Context: an optimization exercise on an open-source flow, tuned for small area. The choices shown serve that exercise and are no tape-out recipe. Only simulation tests tie the RTL to the original design; equivalence was not proved. Power figures rest on the tool's default switching activity, not on a simulated workload.

`flow/run.sh`:
```
#!/bin/bash
# synth_recipe.tcl (not shown) runs the flow's synth.tcl, then flattens the netlist and writes it again
# the make line also repeats each setting of config.mk as NAME=value (left out here)
make -C /OpenROAD-flow-scripts/flow DESIGN_CONFIG=/design/flow/config.mk WORK_HOME=/design/flow/orfs CLKGATE_MAP_FILE= SYNTH_SCRIPT=/design/flow/synth_recipe.tcl finish
```
`flow/config.mk`:
```
export PLATFORM = sky130hd
export DESIGN_NAME = bmc_core
export DESIGN_NICKNAME = bmc_core
export VERILOG_FILES = /design/flow/design.v
export SDC_FILE = /design/flow/constraint.sdc
export NUM_CORES = 4
export LEC_CHECK = 0
export CAP_MARGIN = 20
export CORE_MARGIN = 2
export CORE_UTILIZATION = 40
export PLACE_DENSITY = 0.6
export SLEW_MARGIN = 20
```
`flow/constraint.sdc`:
```
create_clock -name core_clock -period 10.0 [get_ports {clk}]
set_input_delay 2.0000 -clock core_clock [delete_from_list [all_inputs] [get_ports {clk}]]
set_output_delay 2.0000 -clock core_clock [all_outputs]
set_load 0.01 [all_outputs]
```
`flow/design.v`:
```
module bmc_core (
    input  wire        clk,
    input  wire        rst,
    input  wire        cmd_valid,
    input  wire [1:0]  cmd_op,
    input  wire [15:0] cfg_stride,
    input  wire [15:0] cfg_count,
    input  wire [32:0] cfg_paylen,
    output wire [13:0] status,
    output wire [32:0] payload_len,
    output wire [35:0] payload_bits,
    output wire [32:0] produced,
    output reg         rin_re,
    output wire [31:0] rin_addr,
    input  wire [7:0]  rin_rdata,
    output reg         pres_re,
    output reg         pres_we,
    output wire [15:0] pres_addr,
    output wire        pres_wdata,
    input  wire        pres_rdata,
    output reg         pay_re,
    output reg         pay_we,
    output wire [32:0] pay_addr,
    output wire [7:0]  pay_wdata,
    input  wire [7:0]  pay_rdata,
    output reg         rout_we,
    output wire [31:0] rout_addr,
    output wire [7:0]  rout_wdata
);
    localparam ST_IDLE = 2'd0, ST_BUSY = 2'd1, ST_DONE = 2'd2, ST_ERROR = 2'd3;
    localparam [4:0]
        P_IDLE   = 5'd0,
        P_ROW    = 5'd1,
        E_SCAN   = 5'd2,
        E_SCANG  = 5'd3,
        E_CHK    = 5'd4,
        E_CR     = 5'd5,
        E_CG     = 5'd6,
        E_T1     = 5'd7,
        E_T2     = 5'd8,
        E_ADV    = 5'd9,
        E_LR     = 5'd10,
        E_LG     = 5'd11,
        E_FL     = 5'd12,
        D_PRES   = 5'd16,
        D_ABS    = 5'd17,
        D_T1R    = 5'd18,
        D_T1G    = 5'd19,
        D_T2R    = 5'd20,
        D_T2G    = 5'd21,
        D_RUN    = 5'd22,
        D_LR     = 5'd23,
        D_LG     = 5'd24;
    reg [1:0]  state_q;
    reg [1:0]  last_op_q;
    reg [32:0] paylen_q;
    reg [35:0] wn_q;
    reg [32:0] total_q;      
    wire err = (state_q == ST_ERROR);
    assign status       = {last_op_q, 2'b00, err, 1'b0, 3'b000, err, 2'b00, state_q};
    assign payload_len  = paylen_q;
    assign payload_bits = wn_q;
    assign produced     = total_q;
    reg [4:0]  ph;
    reg [15:0] s_q, n_q, r_q;
    reg [16:0] col_q;        
    reg [32:0] ridx_q;       
    reg [2:0]  rbit_q;       
    reg [15:0] q_q, m_q;     
    reg        over_q;       
    reg [6:0]  sr_q;         
    reg [2:0]  k_q;          
    reg        f0_q, f1_q;   
    wire enc = last_op_q[0];
    wire        cls     = (ph == E_CR);
    wire [16:0] colx    = {col_q[16:2], col_q[1:0] | (k_q[1:0] & {2{cls}})};
    wire        col_ge  = (colx >= {1'b0, s_q});
    wire        rd_got  = (ph == D_T1G) | (ph == D_T2G) | (ph == D_LG);
    wire        rcin    = rd_got & (rbit_q == 3'd7);
    wire [32:0] sum     = ridx_q + {17'd0, colx[15:0] & {16{enc}}} + {32'd0, rcin};
    wire        at_end  = (ridx_q == paylen_q);
    wire        r_eq_n  = (r_q == n_q);
    wire        rbitv   = pay_rdata[3'd7 - rbit_q];
    wire        lbitv   = rin_rdata[3'd7 - k_q];
    reg         emit;
    reg         ebit;
    always @(*) begin
        emit = 1'b0;
        ebit = 1'b0;
        case (ph)
        E_T1: begin emit = 1'b1; ebit = ~(k_q[2] & f1_q); end
        E_T2: begin emit = 1'b1; ebit = ~(k_q[2] & f0_q); end
        E_LG: begin emit = 1'b1; ebit = lbitv; end
        default: ;
        endcase
    end
    wire        fin     = (ph == P_ROW) & r_eq_n & enc;
    wire        c3      = (emit & (wn_q[2:0] == 3'd7)) | (fin & (wn_q[2:0] != 3'd0));
    wire [32:0] wn_hi   = wn_q[35:3] + {32'd0, c3};
    wire [2:0]  wn_lo   = wn_q[2:0] + {2'd0, emit};
    wire        prod    = ((ph == D_ABS) & ~col_ge) | (ph == D_RUN) | ((ph == D_LG) & (k_q == 3'd7));
    wire        q_zero  = (q_q == 16'd0);
    wire        m_one   = (m_q == 16'd1);
    assign rin_addr   = sum[31:0];
    assign pres_addr  = r_q;
    assign pres_wdata = (ph == E_SCANG);
    assign pay_addr   = enc ? wn_q[35:3] : ridx_q;
    assign pay_wdata  = {sr_q, ebit};
    assign rout_addr  = total_q[31:0];
    assign rout_wdata = (ph == D_LG) ? {sr_q, rbitv} : {8{f1_q}};
    always @(*) begin
        rin_re  = 1'b0;
        pres_re = 1'b0;
        pres_we = 1'b0;
        pay_re  = 1'b0;
        pay_we  = 1'b0;
        rout_we = prod & ~q_zero;
        case (ph)
        P_ROW:   pres_re = ~enc & ~r_eq_n;
        E_SCAN:  begin rin_re = ~col_ge; pres_we = col_ge; end
        E_SCANG: pres_we = (rin_rdata != 8'hFF);
        E_CR:    rin_re = ~col_ge & ~k_q[2];
        E_LR:    rin_re = ~col_ge;
        E_T1, E_T2, E_LG: pay_we = (wn_q[2:0] == 3'd7);
        E_FL:    pay_we = (k_q == 3'd7);
        D_T1R:   pay_re = ~col_ge & ~at_end;
        D_T2R, D_LR: pay_re = ~at_end;
        default: ;
        endcase
    end
    wire accept = cmd_valid & (state_q != ST_BUSY) & (cmd_op[0] ^ cmd_op[1]);
    always @(posedge clk) begin
        if (rst) begin
            state_q   <= ST_IDLE;
            last_op_q <= 2'd0;
            paylen_q  <= 33'd0;
            wn_q      <= 36'd0;
            total_q   <= 33'd0;
            ph        <= P_IDLE;
        end else begin
            if (emit) begin
                wn_q <= {wn_hi, wn_lo};
                sr_q <= {sr_q[5:0], ebit};
            end
            if (prod) begin
                total_q <= total_q + 33'd1;
                col_q   <= col_q + 17'd1;
                if (q_zero) over_q <= 1'b1;
                else if (m_one) begin
                    m_q <= s_q;
                    q_q <= q_q - 16'd1;
                end else m_q <= m_q - 16'd1;
            end
            if (rd_got) begin
                rbit_q <= rbit_q + 3'd1;
                ridx_q <= sum;
            end
            case (ph)
            P_IDLE: begin
                if (accept) begin
                    state_q   <= ST_BUSY;
                    last_op_q <= cmd_op;
                    s_q       <= cfg_stride;
                    n_q       <= cfg_count;
                    r_q       <= 16'd0;
                    ridx_q    <= 33'd0;
                    ph        <= P_ROW;
                    if (cmd_op[0]) begin
                        wn_q <= 36'd0;
                    end else begin
                        paylen_q <= cfg_paylen;
                        total_q  <= 33'd0;
                        rbit_q   <= 3'd0;
                        q_q      <= cfg_count;
                        m_q      <= cfg_stride;
                        over_q   <= 1'b0;
                    end
                end
            end
            P_ROW: begin
                col_q <= 17'd0;
                if (r_eq_n) begin
                    if (enc) begin
                        paylen_q <= wn_hi;
                        k_q      <= wn_q[2:0];
                        if (wn_q[2:0] == 3'd0) begin
                            state_q <= ST_DONE;
                            ph      <= P_IDLE;
                        end else ph <= E_FL;
                    end else begin
                        state_q <= (~over_q & (q_zero | (s_q == 16'd0))) ? ST_DONE : ST_ERROR;
                        ph      <= P_IDLE;
                    end
                end else ph <= enc ? E_SCAN : D_PRES;
            end
            E_SCAN: begin
                if (col_ge) begin             
                    r_q    <= r_q + 16'd1;
                    ridx_q <= sum;
                    ph     <= P_ROW;
                end else ph <= E_SCANG;
            end
            E_SCANG: begin
                if (rin_rdata != 8'hFF) begin
                    r_q   <= r_q + 16'd1;
                    col_q <= 17'd0;
                    ph    <= E_CHK;
                end else begin
                    col_q <= col_q + 17'd1;
                    ph    <= E_SCAN;
                end
            end
            E_CHK: begin
                k_q  <= 3'd0;
                f0_q <= 1'b1;
                f1_q <= 1'b1;
                if (col_ge) begin
                    ridx_q <= sum;
                    ph     <= P_ROW;
                end else ph <= E_CR;
            end
            E_CR: ph <= (col_ge | k_q[2]) ? E_T1 : E_CG;
            E_CG: begin
                f0_q <= f0_q & (rin_rdata == 8'h00);
                f1_q <= f1_q & (rin_rdata == 8'hFF);
                k_q  <= k_q + 3'd1;
                ph   <= E_CR;
            end
            E_T1: ph <= (k_q[2] & f1_q) ? E_ADV : E_T2;
            E_T2: begin
                k_q <= 3'd0;
                ph  <= (k_q[2] & f0_q) ? E_ADV : E_LR;
            end
            E_ADV: begin
                col_q <= col_q + 17'd1;
                if (col_q[1:0] == 2'd3) ph <= E_CHK;
            end
            E_LR: ph <= col_ge ? E_CHK : E_LG;
            E_LG: begin
                k_q <= k_q + 3'd1;
                if (k_q == 3'd7) begin
                    col_q <= col_q + 17'd1;
                    ph    <= (col_q[1:0] == 2'd3) ? E_CHK : E_LR;
                end else ph <= E_LR;
            end
            E_FL: begin
                sr_q <= {sr_q[5:0], 1'b0};
                k_q  <= k_q + 3'd1;
                if (k_q == 3'd7) begin
                    state_q <= ST_DONE;
                    ph      <= P_IDLE;
                end
            end
            D_PRES: begin
                r_q  <= r_q + 16'd1;
                f1_q <= 1'b1;
                ph   <= pres_rdata ? D_T1R : D_ABS;
            end
            D_ABS: if (col_ge) ph <= P_ROW;
            D_T1R: ph <= (col_ge | at_end) ? P_ROW : D_T1G;
            D_T1G: begin
                f1_q <= 1'b1;
                ph   <= rbitv ? D_T2R : D_RUN;
            end
            D_T2R: ph <= at_end ? P_ROW : D_T2G;
            D_T2G: begin
                f1_q <= 1'b0;
                k_q  <= 3'd0;
                ph   <= rbitv ? D_LR : D_RUN;
            end
            D_RUN: if (col_q[1:0] == 2'd3) ph <= D_T1R;
            D_LR: begin
                if (col_ge) ph <= D_T1R;
                else if (at_end) ph <= P_ROW;
                else ph <= D_LG;
            end
            D_LG: begin
                sr_q <= {sr_q[5:0], rbitv};
                k_q  <= k_q + 3'd1;
                if (k_q == 3'd7 && col_q[1:0] == 2'd3) ph <= D_T1R;
                else ph <= D_LR;
            end
            default: ph <= P_IDLE;
            endcase
        end
    end
endmodule
```
==> impl_metrics.py, run 1 <==
metrics = {
    "critical_path": {
        "cp-end-kind": "output pin",
        "critPathTopFamily": "compound AO/OA/AOI/OAI gates",
        "start_kind": "register",
        "crit_type": "register to output pin",
        "crit_slowest_cell": "dfxtp_1",
        "path_buf_inv": 2,
        "path_max_fanout": 22,
        "critPathArrivalTime_ns": 5.91,
        "cpPeakStageDelay_ns": 0.77,
        "required_ns": 8.00,
        "worst_path_cell_chain": "or3b_2, nor2_1, buf_4, a31o_2, nand2_1, fa_1, nor2b_1, o2111ai_1, a2111oi_1, nor2_1, o21a_1, or3_1, xnor2_1, clkdlybuf4s50_1",
        "critPathMostFrequentCell": "nor2_1",
    },
    "placement": {
        "numPlacedInstances": 2733,
        "postPlaceCellArea_sq_mm": 0.0208,
        "port_buffer_count": 330,
        "placement.setup.worst_slack_ns": 2.74,
        "detailedPlacementHpwl_mm": 42.8,
        "finalWeightedCongestion": 0.904,
    },
    "clock_network": {
        "clk_transition_reported_paths_ns": 0.06,
        "gates_resized_cts_repair": 0,
        "tritoncts": "done",
        "clock_tree.htree_level_count": 1,
        "tritoncts.num_buffers": 31,
        "cts-root-to-sink-buffers": 3,
        "hold_buffers": 0,
        "worst_skew_pair.late_latency_ns": 0.57,
        "post_cts_setup_repair_buffer_count": 0,
        "cts-root-buf": "clkbuf_16",
        "clock_sinks": 257,
    },
    "sta": {
        "period_minus_slack_ns": 7.91,
        "setup_viol": 0,
        "worst_max_slew_margin_expressed_relative_to_the_limit": 0.279,
        "fin_setup_tns_ns": 0,
        "timing.final.max_slew_violations": 0,
        "finalCritPeriodShare": 0.791,
        "finClkSkew_ns": 0.0109,
        "tightestPinTransition_ns": 1.05,
        "max_clock_freq_mhz": 126,
        "grt_setup_unrepaired": "false",
        "timing.final.ws_setup_ns": 2.09,
        "timing.final.hold_violations": 0,
    },
    "power_and_ir_drop": {
        "power_per_cell_area_mw_per_mm2": 174,
        "cellLeakagePower_uw": 0.00747,
        "totalPowerFinal_uw": 3780,
        "max-vdd-ir-drop_mv": 0.135,
    },
    "hold_path": {
        "hold_path_class": "register to register",
    },
    "yosys": {
        "ys_dominant_reg_cell": "edfxtp_1",
        "syn_area_per_cell_sq_um": 8.90,
        "post_synth_num_cell_types": 100,
        "yosys_register_bits": 257,
        "synth-warning-count": 1,
        "syn-cell-area_sq_mm": 0.0173,
        "synth-async-reset-ratio": 0,
        "sequential_fraction_of_the_synthesis_area": 0.381,
        "netlist_instances": 1949,
        "synth-edff-count": 146,
    },
    "drt": {
        "post-route-drc-count": 0,
        "drt_iter0_drc": 1376,
        "detail_route.wl_per_cell_um": 20.7,
        "detail-route-antenna-nets": 0,
        "wl_mm": 57.9,
        "viasPerCell": 5.71,
        "dr.pass1.iters": 5,
        "dr_total_vias": 15900,
    },
    "floorplanning": {
        "die_h_um": 212,
        "core.rowCount": 76,
        "floorplan.io_pins": 339,
        "die-area_sq_mm": 0.0450,
        "initial_core_util": 0.403,
        "die_width_um": 212,
        "floorplan.core_area_sq_mm": 0.0430,
    },
    "global_route": {
        "grt_start_max_net_pins": 69,
        "grt-ovfl-total": 0,
        "grt.total_usage": 0.247,
        "number_of_global_route_vias_before_repair": 14500,
        "global_route_wire_length_before_repair_mm": 87.4,
        "antenna_found_initial": 1,
    },
    "final_layout": {
        "layout.nets": 2315,
        "layout-drive-gt1-share": 0.0803,
        "finished_layout_cells": 2791,
        "finish.instance_area_sq_mm": 0.0218,
        "areaGrowthSynthToFinish_pct": 25.5,
    },
    "status": {
        "run_status": "complete, no violations",
    },
    "flow_run": {
        "drv.max_cap_violation_count": 0,
    },
}
## state kept, by name, indices dropped and copies added (netlist names), 17 cells and up
name and count:
total_q 33, ridx_q 33, col_q 17, paylen_q 33
wn_q 36
## layout make-up
type	count	area, sq um
Clock buffer	50	928
Multi-Input combinational cell	1471	9720
Fill cell	4105	21200
Inverter	66	249
Tap cell	585	732
Timing Repair Buffer	354	3480
Antenna cell	1	2.50
Clock inverter	7	42.5
Sequential cell	257	6610
## routing by layer
| metal | wire length [um] | GRT usage | part of all wire | up-vias |
|---|---|---|---|---|
| met4 | 1300 | 0.0576 | 0.022 | 0 |
| met3 | 3850 | 0.0344 | 0.067 | 67 |
| li1 | - | - | - | 7487 |
| met2 | 26200 | 0.389 | 0.45 | 572 |
| met5 | 0 | 0 | 0 | - |
| met1 | 26500 | 0.358 | 0.46 | 7800 |
## per-stage QoR
stage,hold WS (ns),util
2_1_floorplan,0.495,-
3_3_place_gp,0.469,0.483
3_5_place_dp,0.472,0.483
4_1_cts,0.481,0.506
5_1_grt,0.510,0.506
6_report,0.483,0.506
## layout by cell type, fill, tap and decap left out, types with 45 or more instances in the layout
| master | instances |
|---|---|
| clkdlybuf4s50_1 | 329 |
| nor2_1 | 240 |
| nand2_1 | 175 |
| edfxtp_1 | 146 |
| xnor2_1 | 142 |
| a21oi_1 | 121 |
| dfxtp_1 | 110 |
| o21ai_0 | 78 |
| inv_1 | 65 |
| nand3_1 | 60 |
| a211oi_1 | 47 |
| xor2_1 | 45 |
| ha_1 | 45 |
## logic make-up (layout without fill, tap and decap cells)
| kind of cell | Yosys count | in the layout | share of synthesized area |
|---|---|---|---|
| DFF | 257 | 257 | 0.381 |
| xor gates and xnor gates | 187 | 187 | 0.0944 |
| and+or+nand+nor | 732 | 732 | 0.210 |
| buffers and inverters | 228 | 477 | 0.0628 |
| other | 1 | 9 | 0.000216 |
| muxes | 54 | 54 | 0.0362 |
| AOI/OAI and AO/OA | 443 | 443 | 0.181 |
| adders and majority gates | 47 | 47 | 0.0348 |
## synthesized netlist by cell type (all sizes together) (38+ instances only)
cell type | number | area share
edfxtp | 146 | 0.25
ha | 45 | 0.032
nand2 | 175 | 0.038
dfxtp | 111 | 0.13
nor2 | 242 | 0.052
nor3 | 38 | 0.012
xor2 | 45 | 0.023
buf | 89 | 0.033
nand3 | 63 | 0.019
xnor2 | 142 | 0.072
a211oi | 51 | 0.024
clkbuf | 73 | 0.016
a21oi | 121 | 0.035
o21ai | 86 | 0.025
nand4 | 46 | 0.018
inv | 66 | 0.014
## where the power goes
part	total [uW]	switching, uW	internal (uW)
sequential	1460	185	1280
clock	1090	459	631
combinational	1230	698	535
total	3780	1340	2440
## worst register-to-register path: cells and delay by family, from the launching register on
| kind | cells | cell delay, ns |
|---|---|---|
| AO/OA/AOI/OAI | 4 | 1.92 |
| flip-flops | 1 | 0.77 |
| adder cells (fa/ha/maj) | 2 | 0.83 |
| multiplexers | 1 | 0.18 |
| buffers and inverters | 1 | 0.22 |
| AND/OR/NAND/NOR | 6 | 1.41 |
## path summary, 6_finish.rpt
kind,startpoint,to,slack [ns],cells after the start
hold reg to reg,paylen_q[30],paylen_q[30],0.48,2
setup / recovery,ph[3],rin_addr[25],2.09,14
setup reg to reg,ph[3],ridx_q[26],4.39,14
hold / removal,paylen_q[30],paylen_q[30],0.48,2
==> run 2, diff against run 1 <==
--- a/flow/design.v
+++ b/flow/design.v
@@ -52,3 +52,4 @@
         D_LR     = 5'd23,
-        D_LG     = 5'd24;
+        D_LG     = 5'd24,
+        D_CKC    = 5'd25;
     reg [1:0]  state_q;
@@ -68,4 +69,3 @@
     reg [2:0]  rbit_q;       
-    reg [15:0] q_q, m_q;     
-    reg        over_q;       
+    reg [1:0]  pass_q;       
     reg [6:0]  sr_q;         
@@ -78,5 +78,7 @@
     wire        rd_got  = (ph == D_T1G) | (ph == D_T2G) | (ph == D_LG);
-    wire        rcin    = rd_got & (rbit_q == 3'd7);
+    wire        ck_step = (ph == D_CKC) & ~col_ge;
+    wire        rcin    = (rd_got & (rbit_q == 3'd7)) | ck_step;
     wire [32:0] sum     = ridx_q + {17'd0, colx[15:0] & {16{enc}}} + {32'd0, rcin};
     wire        at_end  = (ridx_q == paylen_q);
+    wire        ck_eq   = (ridx_q == total_q);
     wire        r_eq_n  = (r_q == n_q);
@@ -101,4 +103,2 @@
     wire        prod    = ((ph == D_ABS) & ~col_ge) | (ph == D_RUN) | ((ph == D_LG) & (k_q == 3'd7));
-    wire        q_zero  = (q_q == 16'd0);
-    wire        m_one   = (m_q == 16'd1);
     assign rin_addr   = sum[31:0];
@@ -109,3 +109,3 @@
     assign rout_addr  = total_q[31:0];
-    assign rout_wdata = (ph == D_LG) ? {sr_q, rbitv} : {8{f1_q}};
+    assign rout_wdata = {sr_q, (ph == D_LG) ? rbitv : sr_q[0]};
     always @(*) begin
@@ -116,5 +116,5 @@
         pay_we  = 1'b0;
-        rout_we = prod & ~q_zero;
+        rout_we = prod & pass_q[1];
         case (ph)
-        P_ROW:   pres_re = ~enc & ~r_eq_n;
+        P_ROW:   pres_re = ~enc & ~r_eq_n & ~pass_q[0];
         E_SCAN:  begin rin_re = ~col_ge; pres_we = col_ge; end
@@ -147,7 +147,2 @@
                 col_q   <= col_q + 17'd1;
-                if (q_zero) over_q <= 1'b1;
-                else if (m_one) begin
-                    m_q <= s_q;
-                    q_q <= q_q - 16'd1;
-                end else m_q <= m_q - 16'd1;
             end
@@ -173,5 +168,3 @@
                         rbit_q   <= 3'd0;
-                        q_q      <= cfg_count;
-                        m_q      <= cfg_stride;
-                        over_q   <= 1'b0;
+                        pass_q   <= 2'd0;
                     end
@@ -189,7 +182,22 @@
                         end else ph <= E_FL;
+                    end else if (pass_q == 2'd0) begin
+                        pass_q <= 2'd1;
+                        r_q    <= 16'd0;
+                        ridx_q <= 33'd0;
+                    end else if (pass_q == 2'd1) begin
+                        if (ck_eq) begin        
+                            pass_q  <= 2'd2;
+                            r_q     <= 16'd0;
+                            ridx_q  <= 33'd0;
+                            rbit_q  <= 3'd0;
+                            total_q <= 33'd0;
+                        end else begin
+                            state_q <= ST_ERROR;
+                            ph      <= P_IDLE;
+                        end
                     end else begin
-                        state_q <= (~over_q & (q_zero | (s_q == 16'd0))) ? ST_DONE : ST_ERROR;
+                        state_q <= ST_DONE;
                         ph      <= P_IDLE;
                     end
-                end else ph <= enc ? E_SCAN : D_PRES;
+                end else ph <= enc ? E_SCAN : (pass_q[0] ? D_CKC : D_PRES);
             end
@@ -255,3 +263,3 @@
                 r_q  <= r_q + 16'd1;
-                f1_q <= 1'b1;
+                sr_q <= 7'h7F;
                 ph   <= pres_rdata ? D_T1R : D_ABS;
@@ -261,3 +269,3 @@
             D_T1G: begin
-                f1_q <= 1'b1;
+                sr_q <= 7'h7F;
                 ph   <= rbitv ? D_T2R : D_RUN;
@@ -266,3 +274,3 @@
             D_T2G: begin
-                f1_q <= 1'b0;
+                sr_q <= 7'h00;
                 k_q  <= 3'd0;
@@ -282,2 +290,11 @@
             end
+            D_CKC: begin
+                if (col_ge) begin
+                    r_q <= r_q + 16'd1;
+                    ph  <= P_ROW;
+                end else begin
+                    col_q  <= col_q + 17'd1;
+                    ridx_q <= sum;
+                end
+            end
             default: ph <= P_IDLE;
==> impl_metrics.py, run 2 <==
metrics = {
    "status": {
        "run_status": "complete, no violations",
    },
    "sta": {
        "finalCritPeriodShare": 0.891,
        "timing.final.max_slew_violations": 0,
        "setup_viol": 0,
        "tightestPinTransition_ns": 1.11,
        "period_minus_slack_ns": 8.91,
        "timing.final.hold_violations": 0,
        "fin_setup_tns_ns": 0,
        "max_clock_freq_mhz": 112,
        "grt_setup_unrepaired": "false",
        "finClkSkew_ns": 0.0132,
        "worst_max_slew_margin_expressed_relative_to_the_limit": 0.250,
    },
    "drt": {
        "viasPerCell": 5.71,
        "dr.pass1.iters": 6,
        "detail-route-antenna-nets": 0,
        "detail_route.wl_per_cell_um": 22.5,
        "dr_total_vias": 13900,
        "drt_iter0_drc": 1053,
        "wl_mm": 55.0,
        "post-route-drc-count": 0,
    },
    "yosys": {
        "yosys_top_cell_area_share": 0.230,
        "sequential_fraction_of_the_synthesis_area": 0.378,
        "yosys_register_bits": 226,
        "netlist_instances": 1706,
        "synth-async-reset-ratio": 0,
        "synth.top_cells.by_area": "edfxtp_1, dfxtp_1, xnor2_1",
        "post-synth-top-count-cell": "nor2_1",
        "synth_common_cells": "nor2_1, nand2_1, xnor2_1",
        "synth-warning-count": 1,
        "syn_area_per_cell_sq_um": 8.80,
        "post_synth_num_cell_types": 84,
        "synth_top_cell_by_area": "edfxtp_1",
        "ys_dominant_reg_cell": "edfxtp_1",
        "synth-edff-count": 115,
        "syn-cell-area_sq_mm": 0.0150,
    },
    "clock_network": {
        "clock_sinks": 226,
        "hold_buffers": 0,
        "tritoncts": "done",
        "clock_tree.htree_level_count": 1,
        "post_cts_setup_repair_buffer_count": 0,
        "clk_transition_reported_paths_ns": 0.06,
        "cts-root-buf": "clkbuf_16",
        "worst_skew_pair.late_latency_ns": 0.57,
        "gates_resized_cts_repair": 0,
        "tritoncts.num_buffers": 28,
        "cts-root-to-sink-buffers": 3,
    },
    "power_and_ir_drop": {
        "totalPowerFinal_uw": 4700,
        "cellLeakagePower_uw": 0.00680,
        "power_per_cell_area_mw_per_mm2": 245,
        "max-vdd-ir-drop_mv": 0.177,
    },
    "global_route": {
        "global_route_wire_length_before_repair_mm": 81.3,
        "number_of_global_route_vias_before_repair": 13000,
        "grt.total_usage": 0.275,
        "grt-ovfl-total": 0,
        "antenna_found_initial": 3,
        "grt_start_max_net_pins": 69,
    },
    "final_layout": {
        "finished_layout_cells": 2437,
        "multiInputGateArea_sq_mm": 0.00840,
        "commonest_non_fill_non_tap_cell_in_the_layout": "clkdlybuf4s50_1",
        "nFillCells": 3537,
        "areaGrowthSynthToFinish_pct": 28.0,
        "most-common-layout-cells": "clkdlybuf4s50_1, nor2_1, nand2_1, xnor2_1, edfxtp_1",
        "max_flop_register": "wn_q",
        "area.sequential_sq_mm": 0.00568,
        "layout.nets": 2077,
        "layout-drive-gt1-share": 0.0692,
        "largest_register_ffs": 36,
    },
    "floorplanning": {
        "core.rowCount": 70,
        "die-area_sq_mm": 0.0391,
        "die_h_um": 198,
        "floorplan.core_area_sq_mm": 0.0368,
        "floorplan.io_pins": 339,
        "die_width_um": 198,
        "initial_core_util": 0.408,
    },
    "critical_path": {
        "r2r_end": "ridx_q[26]",
        "start_kind": "register",
        "timing.critical_path.depth": 24,
        "critPathLaunch": "ph[3]",
        "required_ns": 8.00,
        "cp-endpoint": "rin_addr[24]",
        "cpPeakStageDelay_ns": 0.83,
        "critPathMostFrequentCell": "a21oi_1",
        "reg2reg_depth": 23,
        "r2r-start": "ph[3]",
        "cp-end-kind": "output pin",
        "worst-r2r-setup-slack_ns": 3.80,
        "critPathArrivalTime_ns": 6.91,
        "worst_path_cell_chain": "nor2b_1, nand2_1, nor2_1, a21oi_1, inv_1, ha_1, nand2b_1, a21oi_1, o31ai_1, a31oi_2, buf_4, nor3_1, a21oi_1, fa_1, fa_1, nor2b_1, o31a_1, o2111ai_1, nand3_1, a221oi_4, or2_0, nor2_1, xor2_1, clkdlybuf4s50_1",
        "path_max_fanout": 22,
        "critPathTopFamily": "simple AND/OR/NAND/NOR gates",
        "path_buf_inv": 3,
        "crit_type": "register to output pin",
        "crit_slowest_cell": "dfxtp_1",
    },
    "flow_run": {
        "drv.max_cap_violation_count": 0,
    },
    "placement": {
        "port_buffer_count": 330,
        "numPlacedInstances": 2384,
        "finalWeightedCongestion": 0.931,
        "detailedPlacementHpwl_mm": 40.9,
    },
    "hold_path": {
        "min_from": "last_op_q[1]",
        "hold_path_class": "register to register",
    },
}
-- run 2: cell count changes after synthesis, moves of 11 or more --
cell	previous run	this run
xor2_1	45	94
mux2i_1	20	6
nor2_1	242	223
nand2_1	175	141
nor3_1	35	49
nor4_1	13	26
a211oi_1	47	36
edfxtp_1	146	115
clkbuf_1	72	52
o21ai_0	78	47
inv_1	66	46
xnor2_1	142	117
nand3_1	60	38
a2111oi_2	16	0
-- run 2: cells by family (layout without fill, tap and decap cells) --
logic type      after synthesis  in the layout  synth area share
buf+inv                     194            447            0.0658
compound gates              335            335             0.147
xor+xnor                    211            211             0.123
fa+ha+maj                    44             44            0.0377
flops                       226            226             0.378
other cells                   1             11          0.000250
simple gates                651            651             0.212
mux                          44             44            0.0360
-- run 2: where the power goes --
part / switching, uW / internal, uW / leakage (uW)
Combinational: 1190 / 921 / 0.00434
Sequential: 355 / 1220 / 0.00200
Clock: 418 / 596 / 0.000457
Total: 1970 / 2740 / 0.00680
-- run 2: area by class of cell --
class	count	area share
antenna	3	0.000391
clock buffer	42	0.0453
multi-input combinational	1293	0.437
sequential	226	0.296
clock inverter	8	0.00221
inverter	46	0.00899
tap	468	0.0305
timing repair buffer	351	0.180
-- run 2: worst min path at each step --
stage	end	slack, ns	depth (start not counted)
after floorplan	paylen_q[29]	0.50	2
after detailed placement	last_op_q[1]	0.47	2
final	last_op_q[1]	0.49	2
after global placement	last_op_q[1]	0.46	2
after global routing	paylen_q[31]	0.51	2
after CTS	paylen_q[30]	0.49	2
-- run 2: routing by layer --
layer | up-vias | GRT usage | part of all wire
met5 | - | 0 | 0
met4 | 0 | 0.105 | 0.041
met3 | 110 | 0.0507 | 0.076
met2 | 602 | 0.434 | 0.45
met1 | 6674 | 0.374 | 0.43
li1 | 6532 | - | -
-- run 2: worst reg2reg max path: stages, from the launching register on --
cell,delay [ns]
dfxtp_1,0.83
nor2b_1,0.27
nand2_1,0.23
nor2_1,0.10
a21oi_1,0.16
inv_1,0.06
ha_1,0.29
nand2b_1,0.08
a21oi_1,0.06
o31ai_1,0.37
a31oi_2,0.13
buf_4,0.22
nor3_1,0.33
a21oi_1,0.12
fa_1,0.43
fa_1,0.42
nor2b_1,0.16
o31a_1,0.21
o2111ai_1,0.14
nand3_1,0.19
a221oi_4,0.17
or4b_1,0.60
or3_1,0.33
a21oi_1,0.15
-- run 2: per-stage QoR --
step,worst slack (ns),util,instance area (sq um),hold slack [ns]
after detailed placement,1.79,0.497,18300,0.469
after global placement,1.90,0.497,18300,0.458
final,1.09,0.522,19200,0.486
after CTS,1.18,0.522,19200,0.490
after floorplan,3.21,-,15000,0.499
after global routing,0.579,0.522,19200,0.509

==> static timing again, ports no longer ideal <==
No port has a modelled driver above. Below, the same layouts with a new extraction and two added sets of constraints. Step 1 (the two cells are an assumption about what drives the block):
set clk [get_ports {clk}]
set_driving_cell -lib_cell sky130_fd_sc_hd__clkbuf_16 $clk
set_driving_cell -lib_cell sky130_fd_sc_hd__buf_2 [delete_from_list [all_inputs] $clk]
Step 2 also shifts input and output timing later by t, the mid clock arrival at the registers, as if the neighbouring blocks saw the same clock. Three values: no drivers, after step 1, after step 2; two values: the first two.
run	t, ns	setup WS [ns]	slew at the worst register clock pin (ns)
run 1	0.621	2.091 / 2.035 / 2.656	0.06 / 0.06
run 2	0.613	1.090 / 1.037 / 1.649	0.06 / 0.06
After both steps every run listed still meets setup and hold.
